Background: an optimization exercise with open tools, aiming at small area, a short achievable clock period and few clock cycles. Do not read the settings as production practice.
In this exercise RTL edits were held to simulation tests only and were not proved equivalent to the original.
Power figures rest on the tool's default switching activity, not on a simulated workload.

==> inputs of run A <==
// lt_core
module lt_core (
    input  wire         clk,
    input  wire         rst,           
    input  wire [31:0]  cal_scale,     
    input  wire [47:0]  cal_offset,    
    input  wire         cmd_valid,
    output wire         cmd_ready,
    input  wire [3:0]   cmd_op,
    input  wire [7:0]   cmd_len,
    input  wire [63:0]  cmd_now,
    input  wire         dat_valid,
    output wire         dat_ready,
    input  wire [7:0]   dat_byte,
    output wire         res_valid,
    input  wire         res_ready,
    output wire [2:0]   res_tag,
    output wire [2:0]   res_kind,
    output wire [7:0]   res_addr,
    output wire [7:0]   res_cmd,
    output wire [7:0]   res_len,
    output wire [7:0]   res_chk,
    output wire [127:0] res_payload,
    output wire [63:0]  res_value,
    output wire [15:0]  res_raw,
    output wire [7:0]   res_status,
    output wire [63:0]  res_seq,
    output wire [63:0]  res_info0,
    output wire [63:0]  res_info1
);
    localparam [7:0] START_MARKER = 8'h02;
    localparam [7:0] CHANNEL_ADDR = 8'h01;
    localparam [7:0] CMD_RAW_REQ  = 8'h01;
    localparam [7:0] CMD_RAW_RESP = 8'h81;
    localparam [7:0] CMD_SOSM3    = 8'h03;
    localparam [7:0] MAX_PAYLOAD  = 8'd16;
    localparam [7:0] SOSM3_LEN    = 8'd3;
    localparam [7:0] FAULT_MASK   = 8'hFB;
    localparam [63:0] REQ_TIMEOUT = 64'd1000;
    localparam [7:0] SMALL_FEED   = 8'd108;    
    localparam [3:0] OP_FEED  = 4'd1;
    localparam [3:0] OP_RESET = 4'd2;
    localparam [3:0] OP_SEND  = 4'd3;
    localparam [3:0] OP_POLL  = 4'd4;
    localparam [2:0] TAG_TELEGRAM = 3'd1;
    localparam [2:0] TAG_MEAS     = 3'd2;
    localparam [2:0] TAG_RESP     = 3'd3;
    localparam [2:0] TAG_ERR      = 3'd4;
    localparam [2:0] TAG_TX       = 3'd6;
    localparam [2:0] E_CHECKSUM   = 3'd1;
    localparam [2:0] E_LENGTH     = 3'd2;
    localparam [2:0] E_OVERFLOW   = 3'd3;
  ...
clock: 11.0 ns
lec_check: 0
cap_margin: 20
core_margin: 2
core_utilization: 40
slew_margin: 20
standard.sh (not shown) runs the stock make flow with config.mk's settings and CLKGATE_MAP_FILE= SYNTH_SCRIPT=/design/flow/synth_recipe.tcl, a recipe that flattens the netlist after the stock synthesis.
==> flow/flow/run.sh <==
#!/bin/bash
# The standard synthesis and layout (standard.sh), with timing repair
# aimed below the design's clock period, buf_2 port buffers, a denser
# floorplan and larger clock-tree sink clusters.  Each step's full log is
# under orfs/logs; make's output goes to synth.log and layout.log here.
set -euo pipefail
bash standard.sh synth > synth.log 2>&1
bash standard.sh \
    SETUP_SLACK_MARGIN=7.5 \
    CORE_UTILIZATION=65 PLACE_DENSITY=0.75 \
    "BUFFER_PORTS_ARGS=-buffer_cell sky130_fd_sc_hd__buf_2" \
    CTS_CLUSTER_SIZE=26 CTS_CLUSTER_DIAMETER=90 \
    finish > layout.log 2>&1
==> run D: changes against run A <==
--- a/flow/design.v
+++ b/flow/design.v
@@ -31,17 +31,17 @@
     localparam [7:0] CHANNEL_ADDR = 8'h01;
     localparam [7:0] CMD_RAW_REQ  = 8'h01;
     localparam [7:0] CMD_RAW_RESP = 8'h81;
     localparam [7:0] CMD_SOSM3    = 8'h03;
     localparam [7:0] MAX_PAYLOAD  = 8'd16;
     localparam [7:0] SOSM3_LEN    = 8'd3;
     localparam [7:0] FAULT_MASK   = 8'hFB;
     localparam [63:0] REQ_TIMEOUT = 64'd1000;
-    localparam [7:0] SMALL_FEED   = 8'd108;    
+    localparam [7:0] SMALL_FEED   = 8'd63;     
     localparam [3:0] OP_FEED  = 4'd1;
     localparam [3:0] OP_RESET = 4'd2;
     localparam [3:0] OP_SEND  = 4'd3;
     localparam [3:0] OP_POLL  = 4'd4;
     localparam [2:0] TAG_TELEGRAM = 3'd1;
     localparam [2:0] TAG_MEAS     = 3'd2;
     localparam [2:0] TAG_RESP     = 3'd3;
     localparam [2:0] TAG_ERR      = 3'd4;
@@ -73,22 +73,26 @@
     reg [7:0]   len_q;
     reg         x_small, x_big, x_send, x_poll, x_reset;
     reg         cmd_ready_q, dat_ready_q;
     reg [2:0]   fs;
     reg [3:0]   pidx, plast;
     reg [7:0]   sum;
     reg [7:0]   t_addr, t_cmd, t_len, t_chk;
     reg [127:0] t_payload;
-    reg [7:0]   o_len;
-    reg [39:0]  o_pay;
     reg         cstate;
-    reg [63:0]  dl;                    
-    reg         dl_sat;                
-    reg         now_gt;                
+    reg [53:0]  dl_t;                  
+    reg [9:0]   dl_lo;
+    reg         dl_c;
+    wire [54:0] dl_hi  = {1'b0, dl_t} + {54'd0, dl_c};
+    wire [63:0] dl     = {dl_hi[53:0], dl_lo};
+    wire        dl_sat = dl_hi[54];    
+    reg [7:0]   tgt, teq;              
+    wire now_gt = tgt[7] | teq[7] & (tgt[6] | teq[6] & (tgt[5] | teq[5] & (tgt[4] |
+                  teq[4] & (tgt[3] | teq[3] & (tgt[2] | teq[2] & (tgt[1] | teq[1] & tgt[0]))))));
     reg [63:0]  mseq;
     reg         r_valid;
     reg [2:0]   r_tag, r_kind;
     reg         pend_v, pend_tx;       
     reg [2:0]   pend_tag, pend_kind;
     reg [7:0]   r_info0;
     reg [63:0]  r_value;
     wire [15:0] raw = {t_payload[7:0], t_payload[15:8]};
@@ -163,23 +167,23 @@
         ov_inwin   <= ov_total[7:0] - 8'd128 <= {3'd0, fill};
         ov_skip    <= ov_total[7:0] - 8'd128 - {3'd0, fill};
         ov_head    <= wrap({1'b0, wp} + 6'd24 - {1'b0, ov_back[4:0]});
         x_big_arm  <= x_big && fr_idle && !rst;
     end
     wire fr_idle  = (rem == 8'd0) && !x_small && !bq_v && (rp == wp);
     wire main_free = !r_valid || res_ready;
     wire fr_stop;
-    wire x_big_go   = x_big && x_big_arm && fr_idle && main_free && !pend_v;
+    wire x_big_go   = x_big && x_big_arm && fr_idle && !r_valid && !pend_v;
     wire x_send_go  = x_send && fr_stop && !pend_v;
     wire x_poll_go  = x_poll && fr_stop && !pend_v;
     wire x_reset_go = x_reset && fr_stop;
     wire x_go_any   = x_send_go | x_poll_go | x_reset_go;
     wire x_keep     = (x_send && !x_send_go) | (x_poll && !x_poll_go) | (x_reset && !x_reset_go);
-    wire feed_s     = (cmd_op == OP_FEED) && (cmd_len <= SMALL_FEED);
+    wire feed_s     = (cmd_op == OP_FEED) && (cmd_len[7:6] == 2'b00);
     wire [7:0] rem_base  = x_small ? rem + len_q : rem;
     wire [7:0] rem2_base = x_small2 ? rem2 + len_q : rem2;
     reg  [4:0]   head_n, rp_n, wp_n;
     reg  [7:0]   rem_n, skip_n, rem2_n;
     reg          x_small2_n;
     reg          bqv_n;
     reg  [7:0]   bq_n;
     reg  [4:0]   bpos_n;
@@ -373,78 +377,87 @@
         end
         if (x_send_go) begin
             load_x = 1'b1;
             if (!cstate_n) begin
                 cstate_n = 1'b1;
                 x_tx     = 1'b1;
                 x_tag    = TAG_TX;
                 x_kind   = 3'd0;
+                rp_n   = head_n;
+                bqv_n  = 1'b0;
+                fs_n   = F_SEEK;
+                fm_v_n = 1'b0;
             end
         end
-        if (x_poll_go && cstate_n && now_gt) begin
+        if (x_poll_go && cstate_n && !dl_sat && now_gt) begin
             cstate_n = 1'b0;
             load_x   = 1'b1;
             x_kind   = E_TIMEOUT;
         end
     end
     wire to_main = !load_e && main_free;
     wire move_p  = pend_v && main_free;
-    wire load_m  = load_e | (load_x & to_main) | move_p;
-    wire load_tx = (load_x & to_main & x_tx) | (move_p & pend_tx);
-    wire [2:0] m_tag  = move_p ? pend_tag  : load_x & to_main ? x_tag  : tag_n;
-    wire [2:0] m_kind = move_p ? pend_kind : load_x & to_main ? x_kind : kind_n;
+    wire poll_to = x_poll_go && cstate && !dl_sat && now_gt;
+    wire xm      = to_main & (x_send_go | poll_to);
+    wire xm_tx   = x_send_go & !cstate;
+    wire load_m  = load_e | xm | move_p;
+    wire load_tx = (xm & xm_tx) | (move_p & pend_tx);
+    wire [2:0] m_tag  = move_p ? pend_tag  : xm ? (xm_tx ? TAG_TX : TAG_ERR) : tag_n;
+    wire [2:0] m_kind = move_p ? pend_kind : xm ? (xm_tx ? 3'd0 : x_send_go ? E_INFLIGHT : E_TIMEOUT) : kind_n;
     wire pend_v_n = (pend_v & !move_p) | (load_x & !to_main);
     wire r_valid_n = load_m | (r_valid & !res_ready);
     assign fr_stop = (rem == 8'd0) && !x_small && (rp == wp) && (!bq_v || (e_go && !flush));
     wire r_free    = !bq_v || e_go;
     wire [4:0] rp_nt = flush ? inc(fm_pos) : (r_free && rp != wp) ? inc(rp) : rp;
     wire bqv_nt    = flush ? 1'b0 : r_free ? (rp != wp) : bq_v;
     wire e_sure    = !((r_valid | load_e | load_x | pend_v) && fs_n != F_SEEK) &&
                      !((fs_n == F_CHK) && (bc_age_n < 2'd2)) &&
                      !(fm_v_n && (fs_n == F_H3 || fs_n == F_CHK));
     wire stop_take   = (rem == 8'd1) && (skip == 8'd0) && !flush && r_free && (rp == wp) && e_sure;
     wire stop_notake = (rem == 8'd0) && (rp_nt == wp) && (!bqv_nt || e_sure);
-    wire x_new     = cmd_take && !feed_s && (cmd_op == OP_FEED || cmd_op == OP_SEND ||
-                                             cmd_op == OP_POLL || cmd_op == OP_RESET);
-    wire stop_n    = (dat_take ? stop_take : stop_notake) && !x_small && !x_big &&
-                     !(cmd_take && cmd_op == OP_FEED && !feed_s) && !(cmd_take && feed_s && !x_keep) &&
+    wire stop_n    = (dat_take ? stop_take : stop_notake) && !x_small && !x_big && !x_send_go &&
                      !(x_go_any && (rem2 != 8'd0 || x_small2));
-    wire stop_all_n = stop_n && !(cmd_take && feed_s) && (rem2 == 8'd0) && !x_small2;
-    wire go_pred_n = (x_keep | x_new) && stop_n && !(pend_v | load_x);
-    wire x_free_n  = !(x_keep | x_new) || go_pred_n;
-    wire nosend_n = cmd_valid && !cmd_take && (cmd_op != OP_SEND);
-    wire feedseen_n = cmd_valid && !cmd_take && feed_s;
+    wire stop_all_n = stop_n && (rem2 == 8'd0) && !x_small2;
+    wire go_pred_n = x_keep && stop_n && !(pend_v | load_x);
+    wire x_free_n  = !x_keep || go_pred_n;
+    wire nosend_n = cmd_valid && (cmd_op != OP_SEND);
+    wire feedseen_n = cmd_valid && feed_s;
     wire rem_ok   = (rem[7:5] == 3'd0) && (rem2[7:5] == 3'd0) && !x_big;
     wire cmd_ready_n = rem_ok && (
-        (x_free_n && !(cmd_take && cmd_op == OP_FEED && !feed_s) &&
-         (!(cstate_n | x_send_n) || stop_all_n || nosend_n)) ||
-        feedseen_n);
+        (!cmd_take && ((x_free_n && (!(cstate_n | x_send) || stop_all_n || nosend_n)) ||
+                       feedseen_n)) ||
+        (cmd_take && (cmd_op == OP_SEND || cmd_op == OP_POLL || cmd_op == OP_RESET) &&
+         !x_keep && stop_all_n && !(pend_v | load_x)));
     wire [7:0] rem_nb = x_go_any ? rem2_base : rem_base;
     wire rem_nz = x_big_go ? (len_q != 8'd0) : dat_take ? (rem_nb != 8'd1) : (rem_nb != 8'd0);
     wire room_n   = fill <= 5'd21;
-    wire dat_ready_n = (rem_nz | x_small_n |
-                        ((rem2_base != 8'd0 || x_small2_n) && go_pred_n && !x_go_any)) & room_n;
+    wire rem2_go  = x_keep && stop_n && !(pend_v | load_x) && !x_go_any;
+    wire dat_ready_n = (rem_nz | (cmd_take & feed_s & (!x_keep | rem2_go)) |
+                        ((rem2_base != 8'd0) & rem2_go)) & room_n;
     integer g;
     wire bq_load = !flush && (!bq_v || e_go) && ((rp != wp) || (dat_take && skip == 8'd0));
     wire bc_a    = e_go && fs == F_PAY && pidx == 4'd0 && bq_load;
     wire bc_b    = e_go && fs == F_PAY && pidx == 4'd1 && !bc_early;
     wire [15:0] braw    = bc_a ? {b_q, bq_n} : {t_payload[7:0], b_q};
     wire [7:0]  braw_m1 = {braw[13], braw[11], braw[9], braw[7], braw[5], braw[3], braw[1], 1'b0};
     wire [1:0]  bc_age_n = (bc_a || bc_b) ? 2'd0 : (bc_age == 2'd3) ? 2'd3 : bc_age + 2'd1;
     always @(posedge clk) begin
         scale_q  <= cal_scale;
         offk_q   <= {{{16{cal_offset[47]}}, cal_offset[47:33]} - 31'd21845, cal_offset[32:0]};
         mem[wp]  <= dat_byte;
         if (!(x_big && !x_big_go))
             len_q <= cmd_len;
         if (!(x_poll && !x_poll_go))
-            now_gt <= !dl_sat && (cmd_now > dl);
+            for (g = 0; g < 8; g = g + 1) begin
+                tgt[g] <= cmd_now[8*g +: 8] >  dl[8*g +: 8];
+                teq[g] <= cmd_now[8*g +: 8] == dl[8*g +: 8];
+            end
         if (!cstate_n && !x_send)
-            {dl_sat, dl} <= {1'b0, cmd_now} + {1'b0, REQ_TIMEOUT};
+            {dl_t, dl_c, dl_lo} <= {cmd_now[63:10], {1'b0, cmd_now[9:0]} + REQ_TIMEOUT[10:0]};
         b_q       <= bq_n;
         bc_age <= bc_age_n;
         if (e_go && fs == F_PAY && pidx == 4'd0)
             bc_early <= bq_load;
         if (bc_a || bc_b)
             for (g = 0; g < 8; g = g + 1) begin
                 bc_one[g] <= braw[2*g] ^ braw_m1[g];
                 bc_two[g] <= (braw[2*g+1] & ~braw[2*g] & ~braw_m1[g]) |
@@ -454,32 +467,28 @@
         bpos      <= bpos_n;
         fm_pos    <= fm_pos_n;
         fm_v      <= fm_v_n;
         pidx      <= pidx_n;
         plast     <= plast_n;
         sum       <= sum_n;
         t_addr    <= t_addr_n;
         t_cmd     <= t_cmd_n;
-        t_len     <= t_len_n;
+        t_len     <= load_tx ? 8'd5 : t_len_n;
         t_chk     <= t_chk_n;
-        t_payload <= t_payload_n;
+        t_payload <= load_tx ? {t_payload_n[127:40], 8'h04, 8'h00, CMD_RAW_REQ, CHANNEL_ADDR, START_MARKER}
+                             : t_payload_n;
         r_tag     <= load_m ? m_tag : r_tag;
         r_kind    <= load_m ? m_kind : r_kind;
         r_info0   <= info0_n;
         if (load_x) begin
             pend_tx   <= x_tx;
             pend_tag  <= x_tag;
             pend_kind <= x_kind;
         end
-        if ((e_go && fs == F_CHK) || load_tx) begin
-            o_len <= load_tx ? 8'd5 : t_len;
-            o_pay <= load_tx ? {8'h04, 8'h00, CMD_RAW_REQ, CHANNEL_ADDR, START_MARKER}
-                             : t_payload[39:0];
-        end
         r_value <= {dec_hi, dec_lo[31:0]};
         dec_c32 <= dec_lo[32];
         if (e_go) begin
             if (fs == F_H1)
                 k_addr <= b_q == CHANNEL_ADDR;
             if (fs == F_H2) begin
                 k_resp <= b_q == CMD_RAW_RESP;
                 k_sm3  <= b_q == CMD_SOSM3;
@@ -536,18 +545,18 @@
     end
     assign cmd_ready   = cmd_ready_q;
     assign dat_ready   = dat_ready_q;
     assign res_valid   = r_valid;
     assign res_tag     = r_tag;
     assign res_kind    = r_kind;
     assign res_addr    = t_addr;
     assign res_cmd     = t_cmd;
-    assign res_len     = o_len;
+    assign res_len     = t_len;
     assign res_chk     = t_chk;
-    assign res_payload = {t_payload[127:40], o_pay};
+    assign res_payload = t_payload;
     assign res_value   = r_value;
     assign res_raw     = raw;
     assign res_status  = t_payload[23:16];
     assign res_seq     = mseq;
     assign res_info0   = {56'd0, r_info0};
     assign res_info1   = {56'd0, t_chk};
 endmodule
==> comparison <==
Against run A, the synthesized area of run D is lower by 4.9%.
In run D the first-iteration DRC count is larger than in run A, by 0.39%.
Against run D, the routed wire length of run A is larger by 0.53%.
Between run A and run D, the lower die area is in run D (gap 5.1%, measured against run D).
Sequential share of layout area: run D is lower than run A (1.5 points).
Of run A and run D, run A has the higher clock-buffer cell count (gap 1).
Of run D and run A, run A has the higher sequential cell count (gap 34).
Of run A and run D, run A has the higher synthesized cell count (gap about 3%, measured against run D).
Of run A and run D, run D has the higher maximum frequency (gap about 8%, measured against run D).
==> figures <==
metric	run D	run A
Run status	no timing/DRC/antenna violations	no timing/DRC/antenna violations
Clock Latency Late Sink	0.66 ns	0.64 ns
TritonCTS buffer count	44	45
Die width	284 um	292 um
Seq area share	38.6%	40.1%
Inverters	306	356
Area share of fa/ha/maj cells after synthesis	15.8%	14.9%
Multi-input gate area in the final layout	27300 sq um	27200 sq um
Power per cell area	203 nW/um^2	190 nW/um^2
CP bufs+invs	7	1
Net Sw Frac	38.1%	37.2%
Area fraction of the dominant cell type after synthesis	26.9%	30.2%
Sequential group power	4.51 mW	4.58 mW
Total global routing track utilization	34.0%	32.6%
Final area over synthesized area	1.158x	1.129x
Endpoint of the worst setup timing path	dl_lo[5]	dat_ready_q
Worst setup slack before clock tree synthesis	5.75 ns	5.86 ns
Post-layout instance count excluding filler cells	6257	6301
Number of search-and-repair iterations in the first detailed-routing pass	9	7
Testbench counts of run A, summed over its fixed seeds: cycles 20,335.
Testbench counts of run D, summed over its fixed seeds: cycles 20,349.

-- separate check: timing with driven ports --
No port has a modelled driver above. Below, the same layouts with a new extraction and two added sets of constraints. Step 1: set_driving_cell puts a clkbuf_16 on clk and a buf_2 on each other input, an assumption about the parent block. Step 2, shift: input delay + t, output delay - t, t = (earliest + latest rising clock arrival at the registers) / 2. This alone moves slack from input paths to output paths. a / b / c = ideal ports / drivers / drivers and shift; a / b = the first two.
run | shift t [ns] | setup slack, ns | worst setup path at the end | clock arrival spread, ns | worst register clock-pin slew, ns
run A | 0.701 | 6.848 / 6.885 / 6.184 | input to register | 0.037 / 0.037 | 0.11 / 0.11
run D | 0.708 | 7.184 / 7.184 / 6.517 | input to register | 0.055 / 0.055 | 0.11 / 0.11
After both steps setup and hold are still met in every run listed. The setup slack of run D, which loses most, moves by 0.000 ns with the drivers and by -0.667 ns with both steps.
